This is an optimization exercise on Yosys and OpenROAD, whose aim is small area, a short achievable clock period and few clock cycles per item, not a production implementation. The RTL was checked by simulation tests, not by an equivalence proof against the original design. Power is estimated from default activity; no workload was simulated.

run 1:
## ate1_pixel_unit
module ate1_pixel_unit (
    input  wire        clk,
    input  wire        rst,         
    input  wire        in_valid,
    output wire        in_ready,
    input  wire [3:0]  in_op,
    input  wire [63:0] in_d,
    input  wire [63:0] in_s,
    input  wire [16:0] in_t,
    output reg         out_valid,
    input  wire        out_ready,
    output reg  [63:0] out_p
);
export LEC_CHECK = 0
export CAP_MARGIN = 20
export CORE_MARGIN = 2
export CORE_UTILIZATION = 45
export CTS_CLUSTER_DIAMETER = 150
export CTS_CLUSTER_SIZE = 20
export SLEW_MARGIN = 20
export SYNTH_HIERARCHICAL = 1
create_clock -name core_clock -period 16.0 [get_ports {clk}]
standard.sh (not shown) runs the stock make flow with config.mk's settings and CLKGATE_MAP_FILE= SYNTH_SCRIPT=/design/flow/synth_recipe.tcl, a recipe that flattens the netlist after the stock synthesis.
==> flow/flow/run.sh <==
#!/bin/bash
# Standard layout (bash standard.sh) with two changes to how it is made:
# - timing repair aims to leave flow/setup_margin ns of setup slack, so it
#   works towards a shorter period than the 16 ns clock (the SDC is unchanged);
# - the port buffers that buffer_ports inserts are buf_1 cells.
# The make output goes to flow_make.log; ORFS's own logs are under orfs/logs.
set -euo pipefail
export SETUP_SLACK_MARGIN=$(cat flow/setup_margin)
export BUFFER_PORTS_ARGS="-buffer_cell sky130_fd_sc_hd__buf_1"
bash standard.sh > flow_make.log 2>&1
==> flow/flow/setup_margin <==
10.8
Testbench counts of run 1, summed over its fixed seeds: cycles 42,153, items 32,000.
> inputs changed (run 1 -> run 2)
- swapping 45 for 35 in CORE_UTILIZATION
- swapping 20 for 25 in CTS_CLUSTER_SIZE
diff --git a/flow/flow/run.sh b/flow/flow/run.sh
--- a/flow/flow/run.sh
+++ b/flow/flow/run.sh
@@ -5 +5 @@
-# - the port buffers that buffer_ports inserts are buf_1 cells.
+# - the port buffers that buffer_ports inserts are buf_2 cells.
@@ -9 +9 @@
-export BUFFER_PORTS_ARGS="-buffer_cell sky130_fd_sc_hd__buf_1"
+export BUFFER_PORTS_ARGS="-buffer_cell sky130_fd_sc_hd__buf_2"
==> flow/flow/setup_margin <==
10.7
==> results.txt <==
Run 2 ran to completion and came out clean on the timing, DRC and antenna checks.
Number of hold violations in the final report: run 2 vs run 1 identical
Met1 routing resource usage after global routing: run 2 vs run 1 down 10 points
Delta (run 2 minus run 1): remaining max-slew budget at the tightest pin lost 5.6 points; count of clock-buffer cells in the layout lost 11; xor/xnor share of the synthesized area neither gained nor lost much; non-clock buffer count neither gained nor lost much; non-clock buffer area fraction after layout picked up an extra 0.25 points.
Delta (run 2 minus run 1): maximum single-stage delay on the critical path now sits higher; worst setup slack now sits lower; core box area now sits higher; clock share of power now sits at about the same level.
Setup changes, run 2 to run 3
- CTS_CLUSTER_DIAMETER now 200, was 150
- CORE_UTILIZATION now 45, was 35
- GPL_ROUTABILITY_DRIVEN now 0, previously not set
- CTS_CLUSTER_SIZE now 20, was 25
diff --git a/flow/flow/run.sh b/flow/flow/run.sh
--- a/flow/flow/run.sh
+++ b/flow/flow/run.sh
@@ -5 +5 @@
-# - the port buffers that buffer_ports inserts are buf_2 cells.
+# - the port buffers that buffer_ports inserts are buf_1 cells.
@@ -9 +9,2 @@
-export BUFFER_PORTS_ARGS="-buffer_cell sky130_fd_sc_hd__buf_2"
+export SKIP_CTS_REPAIR_TIMING=1
+export BUFFER_PORTS_ARGS="-buffer_cell sky130_fd_sc_hd__buf_1"
==> flow/flow/setup_margin <==
10.8
==> comparison <==
- Both conditions hold for run 3: the flow ran to the end and the final layout passed the timing, DRC and antenna checks.
- Run 3 vs run 2, worst endpoint data arrival time went down by 30 ps.
- [compare] base=run 2 new=run 3: total power rose 1.0%, first-pass GRT wire length fell about 2.5%, critical path required time about even.
- | die area | run 3 vs run 2 | about 22% lower |
- In run 3 relative to run 2, final non-filler cell total had gone down by a few percent.
What run 4 does differently from run 3 at the input level:
- changing CORE_UTILIZATION from 45 to 35
- removing GPL_ROUTABILITY_DRIVEN (formerly 0)
diff --git a/flow/flow/run.sh b/flow/flow/run.sh
--- a/flow/flow/run.sh
+++ b/flow/flow/run.sh
@@ -5 +5 @@
-# - the port buffers that buffer_ports inserts are buf_1 cells.
+# - the port buffers that buffer_ports inserts are buf_2 cells.
@@ -9,2 +9 @@
-export SKIP_CTS_REPAIR_TIMING=1
-export BUFFER_PORTS_ARGS="-buffer_cell sky130_fd_sc_hd__buf_1"
+export BUFFER_PORTS_ARGS="-buffer_cell sky130_fd_sc_hd__buf_2"
==> flow/flow/setup_margin <==
10.9
--- outcome ---
Post-placement cell count, run 3 and run 4: larger value in run 4
Run 4 finished every step from synthesis to the final layout, and the layout passed the timing, DRC and antenna checks.
Delta (run 4 minus run 3): clock slew seen by the registers of the worst setup and hold paths comparable; transition time at the pin with the least slew margin now larger.
Changes observed in run 4 relative to run 3: utilization after layout now smaller; area growth from synthesis to final layout climbed 5.0 points; number of pins exceeding their max-slew limit in the final report comparable; worst slack on hold paths saw little to no change; met2 track demand over resource in global routing moved down.
Input-level comparison between run 5 and run 4:
- a change of CORE_UTILIZATION from 35 to 55
diff --git a/flow/flow/run.sh b/flow/flow/run.sh
--- a/flow/flow/run.sh
+++ b/flow/flow/run.sh
@@ -5 +5 @@
-# - the port buffers that buffer_ports inserts are buf_2 cells.
+# - the port buffers that buffer_ports inserts are buf_1 cells.
@@ -9 +9 @@
-export BUFFER_PORTS_ARGS="-buffer_cell sky130_fd_sc_hd__buf_2"
+export BUFFER_PORTS_ARGS="-buffer_cell sky130_fd_sc_hd__buf_1"
==> flow/flow/setup_margin <==
10.7
==> results.txt <==
Cmp run 5 vs run 4: sequential share of layout area higher in run 5. Comparing run 4 and run 5, the lower post-detailed-routing wire length is on run 5. Changes observed in run 5 relative to run 4: initial standard-cell utilization of the core has increased; buffer and inverter count on the worst path has decreased; area of the die has decreased. Run 5 and run 4 ended up with roughly the same final period utilization. Compared with run 4, the detailed router inserted fewer vias in run 5. NOTE total met3 wirelength after detailed routing run 4->run 5 decreased by a little under 10%.
What run 6 does differently from run 5 at the input level:
- setting GPL_ROUTABILITY_DRIVEN to 0 for the first time
- changing CORE_UTILIZATION from 55 to 45
==> flow/flow/setup_margin <==
10.8
--- outcome ---
Run 6 went all the way through the flow, and no timing, DRC or antenna check failed. [compare] base=run 5 new=run 6: fmax rose by 1.0%; post-cts gate resize count fell by 12; count of multi-input combinational gates stayed essentially flat; time the final worst path needs with I/O delays and setup fell by 53 ps. For run 5, the critical path's slowest cell was ha_1, unlike run 6, where it was fa_1. [compare] base=run 5 new=run 6: core utilization dropped 10 points; required time at the worst-slack endpoint now larger. Run 6 vs run 5, final cell count went up by 390.

[static timing again, ports no longer ideal]
How much do the figures lean on ideal ports? The routed layouts below were timed once more, with nothing changed but the port constraints. Step 1: set_driving_cell puts a clkbuf_16 on clk and a buf_2 on each other input, an assumption about the parent block. Step 2, shift: input delay + t, output delay - t, t = (earliest + latest rising clock arrival at the registers) / 2. This alone moves slack from input paths to output paths. a / b / c = ideal / step 1 / step 2; a / b = the first two.
| run | t (ns) | setup slack, ns | worst setup path after step 2 | worst slew at a driven data input, ns |
|---|---|---|---|---|
| run 1 | 0.742 | 10.764 / 10.764 / 10.103 | input to register | 0.34 |
| run 2 | 0.765 | 10.753 / 10.720 / 9.999 | input to register | 0.23 |
| run 3 | 0.751 | 10.772 / 10.772 / 10.113 | input to register | 0.31 |
| run 4 | 0.758 | 10.811 / 10.777 / 10.199 | input to register | 0.24 |
| run 5 | 0.743 | 10.799 / 10.737 / 9.994 | input to register | 0.20 |
| run 6 | 0.750 | 10.852 / 10.803 / 10.117 | input to register | 0.33 |
After both steps setup and hold are still met in every run listed. The setup slack of run 5, which loses most, moves by -0.062 ns with the drivers and by -0.805 ns with both steps.
